Source: an optimization exercise on an open RTL-to-GDS flow (aim: small area, a short achievable clock period and few clock cycles). Production flows keep margins and buffers that such runs may drop. Only simulation tests tie the RTL to the original design; equivalence was not proved. No activity file was given, so power comes from the tool's default toggle rates.

==> 07-02 <==
==> flow/design.v (excerpt) <==
module rs1294 (
  input  wire        clk,
  input  wire        rst,           
  input  wire        req_valid,
  input  wire        req_write,
  input  wire [7:0]  req_addr,
  input  wire [31:0] req_wdata,
  output wire        req_ready,
  output reg         rsp_valid,
  output wire [31:0] rsp_rdata
);
  function automatic [7:0] gf_mul;
    input [7:0] a;
    input [7:0] b;
    reg   [7:0] p;
    reg   [7:0] x;
    integer k;
    begin
      p = 8'h00;
      x = a;
      for (k = 0; k < 8; k = k + 1) begin
        if (b[k]) p = p ^ x;
        x = x[7] ? ((x << 1) ^ 8'h1D) : (x << 1);
      end
      gf_mul = p;
    end
  endfunction
  function automatic [7:0] gf_sq;
    input [7:0] a;
    begin
      gf_sq[0] = a[0] ^ a[4] ^ a[6] ^ a[7];
      gf_sq[1] = a[7];
      gf_sq[2] = a[1] ^ a[4] ^ a[5] ^ a[6];
      gf_sq[3] = a[4] ^ a[6];
      gf_sq[4] = a[2] ^ a[4] ^ a[5] ^ a[7];
      gf_sq[5] = a[5];
      gf_sq[6] = a[3] ^ a[5] ^ a[6];
      gf_sq[7] = a[6];
    end
  endfunction
  function automatic [7:0] gf_p8;
    input [7:0] a;
    begin
      gf_p8[0] = a[0] ^ a[1] ^ a[3] ^ a[4] ^ a[7];
      gf_p8[1] = a[3] ^ a[5] ^ a[6];
      gf_p8[2] = a[1] ^ a[2] ^ a[3] ^ a[4] ^ a[6] ^ a[7];
      gf_p8[3] = a[1] ^ a[2] ^ a[3] ^ a[4] ^ a[5] ^ a[7];
      gf_p8[4] = a[1] ^ a[4] ^ a[7];
      gf_p8[5] = a[5];
      gf_p8[6] = a[2] ^ a[5] ^ a[6] ^ a[7];
      gf_p8[7] = a[3] ^ a[4];
    end
  endfunction
  function automatic [7:0] gf_q4;
    input [7:0] a;
    begin
      gf_q4[0] = a[0] ^ a[1] ^ a[2] ^ a[6] ^ a[7];
      gf_q4[1] = a[1] ^ a[3] ^ a[4] ^ a[5] ^ a[6];
      gf_q4[2] = a[1] ^ a[2] ^ a[5] ^ a[6];
      gf_q4[3] = a[1] ^ a[5] ^ a[7];
      gf_q4[4] = a[1] ^ a[5] ^ a[6] ^ a[7];
      gf_q4[5] = a[5];
      gf_q4[6] = a[1];
  ...
clock: 11.0 ns
lec_check: 0
cap_margin: 20
core_margin: 2
core_utilization: 40
place_density: 0.6
setup_slack_margin: 5
slew_margin: 20
run.sh (not shown) runs the stock make flow with config.mk's settings and CLKGATE_MAP_FILE= SYNTH_SCRIPT=/design/flow/synth_recipe.tcl, a recipe that flattens the netlist after the stock synthesis.
==> 09-05: changes against 07-02 <==
--- a/flow/design.v
+++ b/flow/design.v
@@ -101,39 +101,40 @@
   localparam [7:0] OP_PMUL    = 8'h03;
   localparam [7:0] OP_RSENC   = 8'h10;
   localparam [7:0] OP_RSSYN   = 8'h11;
   localparam [7:0] OP_RSDEC   = 8'h12;
   localparam [7:0] OP_CRCCOMP = 8'h20;
   localparam [7:0] OP_CRCVFY  = 8'h21;
-  localparam [3:0] PH_IDLE = 4'd0;
-  localparam [3:0] PH_SCAN = 4'd1;    
-  localparam [3:0] PH_OUT3 = 4'd2;    
-  localparam [3:0] PH_D0   = 4'd3;    
-  localparam [3:0] PH_A1   = 4'd4;    
-  localparam [3:0] PH_A2   = 4'd5;    
-  localparam [3:0] PH_CH   = 4'd6;    
-  localparam [3:0] PH_DEC  = 4'd7;    
-  localparam [3:0] PH_FIX  = 4'd8;    
-  localparam [3:0] PH_EXP  = 4'd9;    
-  localparam [3:0] PH_PMH  = 4'd10;   
-  localparam [3:0] PH_PMP  = 4'd11;   
-  localparam [3:0] PH_CRCR = 4'd12;   
-  localparam [3:0] PH_CRCF = 4'd13;   
-  localparam [3:0] PH_CRCO = 4'd14;   
-  localparam [3:0] PH_FIN  = 4'd15;   
+  localparam [11:0] PH_IDLE = 12'h000;
+  localparam [11:0] PH_OUT3 = 12'h001;   
+  localparam [11:0] PH_FIN  = 12'h002;   
+  localparam [11:0] PH_EXP  = 12'h004;   
+  localparam [11:0] PH_PMP  = 12'h008;   
+  localparam [11:0] PH_FIX  = 12'h010;   
+  localparam [11:0] PH_CRCO = 12'h020;   
+  localparam [11:0] PH_CH   = 12'h040;   
+  localparam [11:0] PH_D0   = 12'h080;   
+  localparam [11:0] PH_A2   = 12'h100;   
+  localparam [11:0] PH_SCAN = 12'h200;   
+  localparam [11:0] PH_DEC  = 12'h400;   
+  localparam [11:0] PH_PMH  = 12'h600;   
+  localparam [11:0] PH_CRCR = 12'h800;   
+  localparam [11:0] PH_CRCF = 12'hA00;   
+  localparam B_OUT3 = 0, B_FIN = 1, B_EXP = 2, B_PMP = 3, B_FIX = 4, B_CRCO = 5,
+             B_CH = 6, B_D0 = 7, B_A2 = 8;
   reg [7:0]  in_mem  [0:31];
   reg [7:0]  out_mem [0:12];
   reg        st_valid, st_sz, st_unc, st_crcok;
   reg [3:0]  st_errcnt, st_err;
   reg        masken;
   reg [15:0] crc_mask;
   wire [15:0] status_word = {4'd0, st_err, st_errcnt, st_crcok, st_unc, st_sz, st_valid};
   reg        rdy;
   reg        bad;          
   reg        cp1;          
-  reg [3:0]  ph;
+  reg [11:0] ph;
   reg        k_mul, k_inv, k_enc, k_syn, k_dec, k_vfy;
   reg [4:0]  cnt;
   reg [4:0]  ei;           
   reg [3:0]  oidx;         
   reg [15:0] rdq;          
   reg [7:0]  orq;          
@@ -241,13 +242,13 @@
       else if ({1'b0, swk} < cn)                 cn_n = 6'd0;
     end
   end
   wire sp_hit  = (sp_n == 4'd12);
   wire ep_hit  = (sp_n >= 4'd9);
   wire cn_hit  = (cn_n == w_len[5:0]) && (w_len[7:6] == 2'b00) && (cn_n != 6'd0);
-  reg [3:0] d_ph;
+  reg [11:0] d_ph;
   always @(*) begin
     d_ph = PH_FIN;                                     
     if (o_inv)      d_ph = PH_EXP;
     else if (o_pm)  d_ph = PH_PMH;
     else if (o_enc) d_ph = ep_hit ? PH_FIN : PH_SCAN;
     else if (o_syn) d_ph = sp_hit ? PH_OUT3 : PH_SCAN;
@@ -257,62 +258,55 @@
   end
   wire first = (cnt == 5'd0);
   wire [3:0] kbe  = {cnt[2:0], 1'b1};
   wire [3:0] kbo  = {cnt[2:0], 1'b0};
   wire       re   = ((s1 ^ u1 ^ u2) == 8'h00);
   wire       ro   = ((s1 ^ gf_mul(u1, 8'h8E) ^ gf_mul(u2, 8'h47)) == 8'h00);
-  reg [7:0] ma, mb;
-  always @(*) begin
-    ma = x1;
-    mb = u1;                                           
-    case (ph)
-      PH_PMP: begin ma = x1; mb = rd; end
-      PH_A1:  begin ma = s1; mb = s2; end
-      PH_A2:  begin ma = s1; mb = s3; end
-      PH_EXP: begin ma = gf_sq(x1); mb = ebit ? u0 : 8'h01; end
-      PH_CH: begin
-        if (chs[3])      begin ma = gf_p8(x1); mb = x1; end      
-        else if (chs[1]) begin ma = x1; mb = gf_q4(s3); end      
-        else if (chs[0]) begin ma = gf_sq(x1); mb = s1; end      
-        else             begin ma = gf_sq(x1); mb = u0; end      
-      end
-      PH_FIX: begin ma = x1; mb = u0; end
-      default: ;
-    endcase
-  end
+  wire z1 = (s1 == 8'h00);
+  wire ch_sq = ph[B_CH] & (chs[5] | chs[4] | chs[2] | chs[0]);
+  wire a_sq  = ph[B_EXP] | ch_sq;                      
+  wire a_p8  = ph[B_CH] & chs[3];                      
+  wire a_s1  = ph[B_A2] | (ph[B_D0] & !z1);
+  wire a_s2  = ph[B_D0] & z1;
+  wire a_x1  = !(a_sq | a_p8 | a_s1 | a_s2);           
+  wire b_rd  = ph[B_PMP];
+  wire b_s3  = ph[B_A2] | (ph[B_D0] & z1);
+  wire b_s2  = ph[B_D0] & !z1;
+  wire b_x1  = a_p8;
+  wire b_q4  = ph[B_CH] & chs[1];
+  wire b_s1  = ph[B_CH] & chs[0];
+  wire b_u0  = (ph[B_CH] & (chs[5] | chs[4] | chs[2])) | ph[B_FIX] | (ph[B_EXP] & ebit);
+  wire b_one = ph[B_EXP] & !ebit;
+  wire b_u1  = ph[B_FIN];
+  wire [7:0] ma = ({8{a_sq}} & gf_sq(x1)) | ({8{a_p8}} & gf_p8(x1)) | ({8{a_s1}} & s1) |
+                  ({8{a_s2}} & s2) | ({8{a_x1}} & x1);
+  wire [7:0] mb = ({8{b_rd}} & rd) | ({8{b_s3}} & s3) | ({8{b_s2}} & s2) | ({8{b_x1}} & x1) |
+                  ({8{b_q4}} & gf_q4(s3)) | ({8{b_s1}} & s1) | ({8{b_u0}} & u0) |
+                  {7'd0, b_one} | ({8{b_u1}} & u1);
   wire [7:0] mo = gf_mul(ma, mb);
   wire [15:0] crc_v = ~cacc ^ ((k_vfy && masken) ? crc_mask : 16'h0000);
   wire        crc_rlast = (ei == u0[4:0]);
   wire        c1z = (u1 == 8'h00);
   wire        c2z = (u2 == 8'h00);
   wire [1:0]  nroot = (c1z && c2z) ? 2'd0 : (c1z || c2z) ? 2'd1 : (tflag ? 2'd0 : 2'd2);
-  reg       ow;
-  reg [3:0] oi;
-  reg [7:0] ov;
-  always @(*) begin
-    ow = 1'b0;
-    oi = cnt[3:0];
-    ov = s1;
-    case (ph)
-      PH_OUT3: begin ow = 1'b1; oi = cnt[3:0]; ov = s1; end
-      PH_FIN:  begin ow = k_mul; oi = 4'd0; ov = mo; end
-      PH_EXP:  begin ow = k_inv && elast; oi = 4'd0; ov = mo; end
-      PH_PMP:  begin ow = 1'b1; oi = pw; ov = (pz ? 8'h00 : orq) ^ mo; end
-      PH_FIX:  begin ow = 1'b1; oi = pw; ov = orq ^ mo; end
-      PH_CRCO: begin ow = 1'b1; oi = {3'd0, cnt[0]}; ov = cnt[0] ? crc_v[7:0] : crc_v[15:8]; end
-      default: ;
-    endcase
-  end
-  wire cpall = !bad && (cp1 || (ph == PH_FIN && k_enc));
+  wire       ow = ph[B_OUT3] | (ph[B_FIN] & k_mul) | (ph[B_EXP] & k_inv & elast) |
+                  ph[B_PMP] | ph[B_FIX] | ph[B_CRCO];
+  wire [3:0] oi = ({4{ph[B_OUT3]}} & cnt[3:0]) | ({4{ph[B_PMP] | ph[B_FIX]}} & pw);
+  wire [7:0] ov = (({8{ph[B_PMP] & !pz | ph[B_FIX]}} & orq) ^
+                   ({8{ph[B_PMP] | ph[B_FIX] | ph[B_FIN] | ph[B_EXP]}} & mo)) |
+                  ({8{ph[B_OUT3]}} & s1) | ({8{ph[B_CRCO]}} & crc_v[15:8]);
+  wire cpall = !bad && (cp1 || (ph[B_FIN] && k_enc));
   integer k;
   always @(posedge clk) begin
     for (k = 0; k < 13; k = k + 1) begin
       if (cpall && k < 9)
         out_mem[k] <= in_mem[k];
       else if (cpall && k < 12)
         out_mem[k] <= k_enc ? ((k == 9) ? e2 : (k == 10) ? e1 : e0) : in_mem[k];
+      else if (k == 1 && ph[B_CRCO] && !bad)
+        out_mem[k] <= crc_v[7:0];
       else if (ow && !bad && oi == k)
         out_mem[k] <= ov;
     end
   end
   wire       pre    = swv && (swk == 5'd0 || (swk == {1'b0, sp} && sp != 4'd12));
   wire       sy_adv = rdy ? pre : (ph == PH_SCAN && !k_enc);
@@ -434,36 +428,32 @@
             st_sz <= (s1 == 8'h00) && (s2 == 8'h00) && (s3 == 8'h00);
           if (cnt == 5'd2) begin
             rdy <= 1'b1; ph <= PH_IDLE;
           end
         end
         PH_D0: begin
-          cb  <= (s1 == 8'h00);
+          cb  <= z1;
           cnt <= 5'd0;
           ebit  <= 1'b0;
           elast <= 1'b0;
           x1  <= s3;
-          u0  <= s3;
-          if (s1 == 8'h00) begin
+          u1  <= mo;                  
+          u0  <= z1 ? s3 : s2;        
+          u2  <= z1 ? 8'h00 : gf_sq(s2);
+          if (z1) begin
             s1 <= s2;
             s2 <= s3;
             s3 <= gf_sq(s2);
           end
-          if (s1 == 8'h00 && s2 == 8'h00 && s3 == 8'h00) begin
+          if (z1 && s2 == 8'h00 && s3 == 8'h00) begin
             st_sz <= 1'b1;
             rdy <= 1'b1; ph <= PH_IDLE;
-          end else if (s1 == 8'h00 && s2 == 8'h00)
+          end else if (z1 && s2 == 8'h00)
             ph <= PH_EXP;             
           else
-            ph <= PH_A1;
-        end
-        PH_A1: begin
-          u1 <= mo;                   
-          u0 <= s2;                   
-          u2 <= cb ? 8'h00 : gf_sq(s2);
-          ph <= PH_A2;
+            ph <= PH_A2;
         end
         PH_A2: begin
           u2  <= u2 ^ mo;             
           s3  <= u2 ^ mo;
           s1  <= gf_sq(s1);           
           x1  <= s2;
@@ -557,17 +547,14 @@
           if (cnt[0]) begin
             cnt <= 5'd0;
             ph  <= PH_CRCO;
           end
         end
         PH_CRCO: begin
-          cnt <= cnt + 5'd1;
-          if (cnt[0]) begin
-            st_crcok <= k_vfy && ({cd2, cd1} == crc_v);
-            rdy <= 1'b1; ph <= PH_IDLE;
-          end
+          st_crcok <= k_vfy && ({cd2, cd1} == crc_v);
+          rdy <= 1'b1; ph <= PH_IDLE;
         end
         default: ;
       endcase
     end
   end
 endmodule
==> flow/flow/run.sh (new file) <==
#!/bin/bash
set -euo pipefail
bash standard.sh SETUP_SLACK_MARGIN=6.5 "BUFFER_PORTS_ARGS=-buffer_cell sky130_fd_sc_hd__buf_4" finish > standard_flow.log 2>&1
==> flow/standard.sh (new file) <==
#!/bin/bash
# synth_recipe.tcl (not shown) runs the flow's synth.tcl, then flattens the netlist and writes it again
# the make line also repeats each setting of config.mk as NAME=value (left out here)
make -C /OpenROAD-flow-scripts/flow DESIGN_CONFIG=/design/flow/config.mk WORK_HOME=/design/flow/orfs CLKGATE_MAP_FILE= SYNTH_SCRIPT=/design/flow/synth_recipe.tcl "${@:-finish}"
CORE_UTILIZATION = 65   (was 40)
PLACE_DENSITY = 0.75   (was 0.6)
SETUP_SLACK_MARGIN = default   (was 5)
removed: flow/run.sh
==> 01-03: changes against 07-02 <==
--- a/flow/design.v
+++ b/flow/design.v
@@ -146,15 +146,12 @@
   reg [5:0]  cn;           
   reg [3:0]  sp;           
   reg        swv;          
   reg [4:0]  swk;
   reg [7:0]  swd;
   reg        cb, tflag;
-  reg [5:0]  chs;          
-  reg        ebit, elast;  
-  reg        pz;           
   reg [3:0]  pos0, pos1;
   reg [1:0]  nr;
   reg [2:0]  pi, pj;
   reg [3:0]  pw;
   assign req_ready = rdy;
   assign rsp_rdata = {16'd0, rdq};
@@ -253,12 +250,13 @@
     else if (o_syn) d_ph = sp_hit ? PH_OUT3 : PH_SCAN;
     else if (o_dec) d_ph = sp_hit ? PH_D0 : PH_SCAN;
     else if (o_cmp) d_ph = (cn_hit || w_len == 8'd0) ? PH_CRCF : PH_CRCR;
     else if (o_vfy) d_ph = cn_hit ? PH_CRCO : PH_CRCR;
   end
   wire first = (cnt == 5'd0);
+  wire ebit = k_dec ? cnt[0] : (cnt[2:0] != 3'd6);
   wire [3:0] kbe  = {cnt[2:0], 1'b1};
   wire [3:0] kbo  = {cnt[2:0], 1'b0};
   wire       re   = ((s1 ^ u1 ^ u2) == 8'h00);
   wire       ro   = ((s1 ^ gf_mul(u1, 8'h8E) ^ gf_mul(u2, 8'h47)) == 8'h00);
   reg [7:0] ma, mb;
   always @(*) begin
@@ -267,16 +265,18 @@
     case (ph)
       PH_PMP: begin ma = x1; mb = rd; end
       PH_A1:  begin ma = s1; mb = s2; end
       PH_A2:  begin ma = s1; mb = s3; end
       PH_EXP: begin ma = gf_sq(x1); mb = ebit ? u0 : 8'h01; end
       PH_CH: begin
-        if (chs[3])      begin ma = gf_p8(x1); mb = x1; end      
-        else if (chs[1]) begin ma = x1; mb = gf_q4(s3); end      
-        else if (chs[0]) begin ma = gf_sq(x1); mb = s1; end      
-        else             begin ma = gf_sq(x1); mb = u0; end      
+        case (cnt[2:0])
+          3'd3:    begin ma = gf_p8(x1); mb = x1; end            
+          3'd1:    begin ma = x1; mb = gf_q4(s3); end            
+          3'd0:    begin ma = gf_sq(x1); mb = s1; end            
+          default: begin ma = gf_sq(x1); mb = u0; end            
+        endcase
       end
       PH_FIX: begin ma = x1; mb = u0; end
       default: ;
     endcase
   end
   wire [7:0] mo = gf_mul(ma, mb);
@@ -292,14 +292,14 @@
     ow = 1'b0;
     oi = cnt[3:0];
     ov = s1;
     case (ph)
       PH_OUT3: begin ow = 1'b1; oi = cnt[3:0]; ov = s1; end
       PH_FIN:  begin ow = k_mul; oi = 4'd0; ov = mo; end
-      PH_EXP:  begin ow = k_inv && elast; oi = 4'd0; ov = mo; end
-      PH_PMP:  begin ow = 1'b1; oi = pw; ov = (pz ? 8'h00 : orq) ^ mo; end
+      PH_EXP:  begin ow = k_inv && (cnt[2:0] == 3'd6); oi = 4'd0; ov = mo; end
+      PH_PMP:  begin ow = 1'b1; oi = pw; ov = ((pi == 3'd0 || pj == 3'd6) ? 8'h00 : orq) ^ mo; end
       PH_FIX:  begin ow = 1'b1; oi = pw; ov = orq ^ mo; end
       PH_CRCO: begin ow = 1'b1; oi = {3'd0, cnt[0]}; ov = cnt[0] ? crc_v[7:0] : crc_v[15:8]; end
       default: ;
     endcase
   end
   wire cpall = !bad && (cp1 || (ph == PH_FIN && k_enc));
@@ -400,14 +400,12 @@
         u1        <= w_b;
         cnt       <= 5'd0;
         ei        <= o_pm ? 5'd7 : 5'd1;
         oidx      <= 4'd0;
         pi        <= 3'd0;
         pj        <= 3'd0;
-        ebit      <= 1'b1;
-        elast     <= 1'b0;
         if ((o_cmp || o_vfy) && !cn_hit) begin
           cacc <= 16'h0000;
           cd2  <= 8'h00;
           cd1  <= 8'h00;
         end
       end
@@ -436,14 +434,12 @@
             rdy <= 1'b1; ph <= PH_IDLE;
           end
         end
         PH_D0: begin
           cb  <= (s1 == 8'h00);
           cnt <= 5'd0;
-          ebit  <= 1'b0;
-          elast <= 1'b0;
           x1  <= s3;
           u0  <= s3;
           if (s1 == 8'h00) begin
             s1 <= s2;
             s2 <= s3;
             s3 <= gf_sq(s2);
@@ -465,13 +461,12 @@
         PH_A2: begin
           u2  <= u2 ^ mo;             
           s3  <= u2 ^ mo;
           s1  <= gf_sq(s1);           
           x1  <= s2;
           cnt <= 5'd5;
-          chs <= 6'b100000;
           nr  <= 2'd0;
           ph  <= PH_CH;
         end
         PH_CH: begin
           cnt <= cnt - 5'd1;
           if (nr == 2'd0) begin
@@ -483,16 +478,15 @@
             else if (ro) pos1 <= kbo;
           end
           if (re && ro)      nr <= (nr == 2'd0) ? 2'd2 : 2'd3;
           else if (re || ro) nr <= (nr == 2'd3) ? 2'd3 : nr + 2'd1;
           u1 <= gf_mul(u1, 8'h47);    
           u2 <= gf_mul(u2, 8'hD8);    
-          chs <= chs >> 1;
-          if (!chs[1]) x1 <= mo;
-          if (chs[1])  tflag <= mo[5];              
-          if (chs[0])  ph <= PH_DEC;
+          if (cnt[2:0] != 3'd1) x1 <= mo;
+          if (cnt[2:0] == 3'd1) tflag <= mo[5];     
+          if (cnt[2:0] == 3'd0) ph <= PH_DEC;
         end
         PH_DEC: begin
           cnt <= 5'd0;
           st_errcnt <= {2'b00, nroot};
           oidx <= pos1;
           u0   <= cb ? aneg_kb(pos0) : 8'h01;
@@ -511,31 +505,27 @@
             rdy <= 1'b1; ph <= PH_IDLE;
           end
         end
         PH_EXP: begin
           cnt <= cnt + 5'd1;
           x1  <= mo;
-          ebit  <= k_dec ? !cnt[0] : (cnt[2:0] != 3'd5);
-          elast <= k_dec ? (cnt[2:0] == 3'd4) : (cnt[2:0] == 3'd5);
-          if (elast) begin
+          if (k_dec ? (cnt[2:0] == 3'd5) : (cnt[2:0] == 3'd6)) begin
             if (k_dec) begin
               st_errcnt <= (mo == 8'h01) ? 4'd3 : 4'd0;
               st_unc    <= (mo == 8'h01);
             end
             rdy <= 1'b1; ph <= PH_IDLE;
           end
         end
         PH_PMH: begin
-          pz   <= (pi == 3'd0);
           x1   <= rd;
           ei   <= 5'd8;
           oidx <= oidx + 4'd1;
           ph   <= PH_PMP;
         end
         PH_PMP: begin
-          pz   <= (pi == 3'd0) || (pj == 3'd5);
           pj   <= pj + 3'd1;
           ei   <= (pj < 3'd5) ? ei + 5'd1 : (pj == 3'd5) ? {2'b00, pi} + 5'd1 : 5'd7;
           oidx <= (pj == 3'd6) ? {1'b0, pi} + 4'd1 : oidx + 4'd1;
           if (pj == 3'd6) begin
             pj <= 3'd0;
             pi <= pi + 3'd1;
==> 07-08: changes against 07-02 <==
==> flow/flow/run.sh (new file) <==
#!/bin/bash
set -euo pipefail
bash standard.sh SETUP_SLACK_MARGIN=6.5 finish > standard_flow.log 2>&1
==> flow/standard.sh (new file) <==
#!/bin/bash
# synth_recipe.tcl (not shown) runs the flow's synth.tcl, then flattens the netlist and writes it again
# the make line also repeats each setting of config.mk as NAME=value (left out here)
make -C /OpenROAD-flow-scripts/flow DESIGN_CONFIG=/design/flow/config.mk WORK_HOME=/design/flow/orfs CLKGATE_MAP_FILE= SYNTH_SCRIPT=/design/flow/synth_recipe.tcl "${@:-finish}"
CORE_UTILIZATION = 65   (was 40)
PLACE_DENSITY = 0.75   (was 0.6)
SETUP_SLACK_MARGIN = default   (was 5)
removed: flow/run.sh
==> comparison <==
Of 09-05 and 01-03, 01-03 has the higher sequential power (gap 14%, measured against 01-03).
Against 07-08, the non-clock buffer count of 01-03 is lower by 107.
In synthesized cell count, 07-08 and 07-02 do not differ.
Sequential share of layout area: 09-05 > 01-03 > 07-02 > 07-08.
Testbench counts of 07-02, summed over its fixed seeds: cycles 54,020.
Testbench counts of 09-05, summed over its fixed seeds: cycles 53,065.
Testbench counts of 01-03, summed over its fixed seeds: cycles 54,020.
Testbench counts of 07-08, summed over its fixed seeds: cycles 54,020.

[separate check: timing with driven ports]
How much do the figures lean on ideal ports? The routed layouts below were timed once more, with nothing changed but the port constraints.
Step 1 sets driving cells, clkbuf_16 on the clock port and buf_2 on the other inputs (assumed; they add their load-dependent delay and slew).
Step 2 adds t to the input delays and takes it off the output delays; t is the mean of the earliest and latest rising clock arrival at the registers after step 1. Input paths then give back, and output paths get back, about the clock's delay inside the block.
Three values: ideal, step 1, step 2; two values: the first two.
run | t (ns) | setup WS [ns] | hold WS [ns] | latest minus earliest clock arrival (ns)
07-02 | 0.695 | 5.317 / 5.317 / 4.881 | 0.461 / 0.461 / 0.461 | 0.045 / 0.046
09-05 | 0.677 | 6.423 / 6.463 / 5.786 | 0.466 / 0.466 / 0.466 | 0.045 / 0.044
01-03 | 0.690 | 5.132 / 5.174 / 4.484 | 0.430 / 0.430 / 0.430 | 0.065 / 0.065
07-08 | 0.685 | 6.388 / 6.388 / 5.797 | 0.482 / 0.482 / 0.482 | 0.039 / 0.039
After both steps every run listed still meets setup and hold. The setup slack of 01-03, which loses most, moves by +0.042 ns with the drivers and by -0.648 ns with both steps.
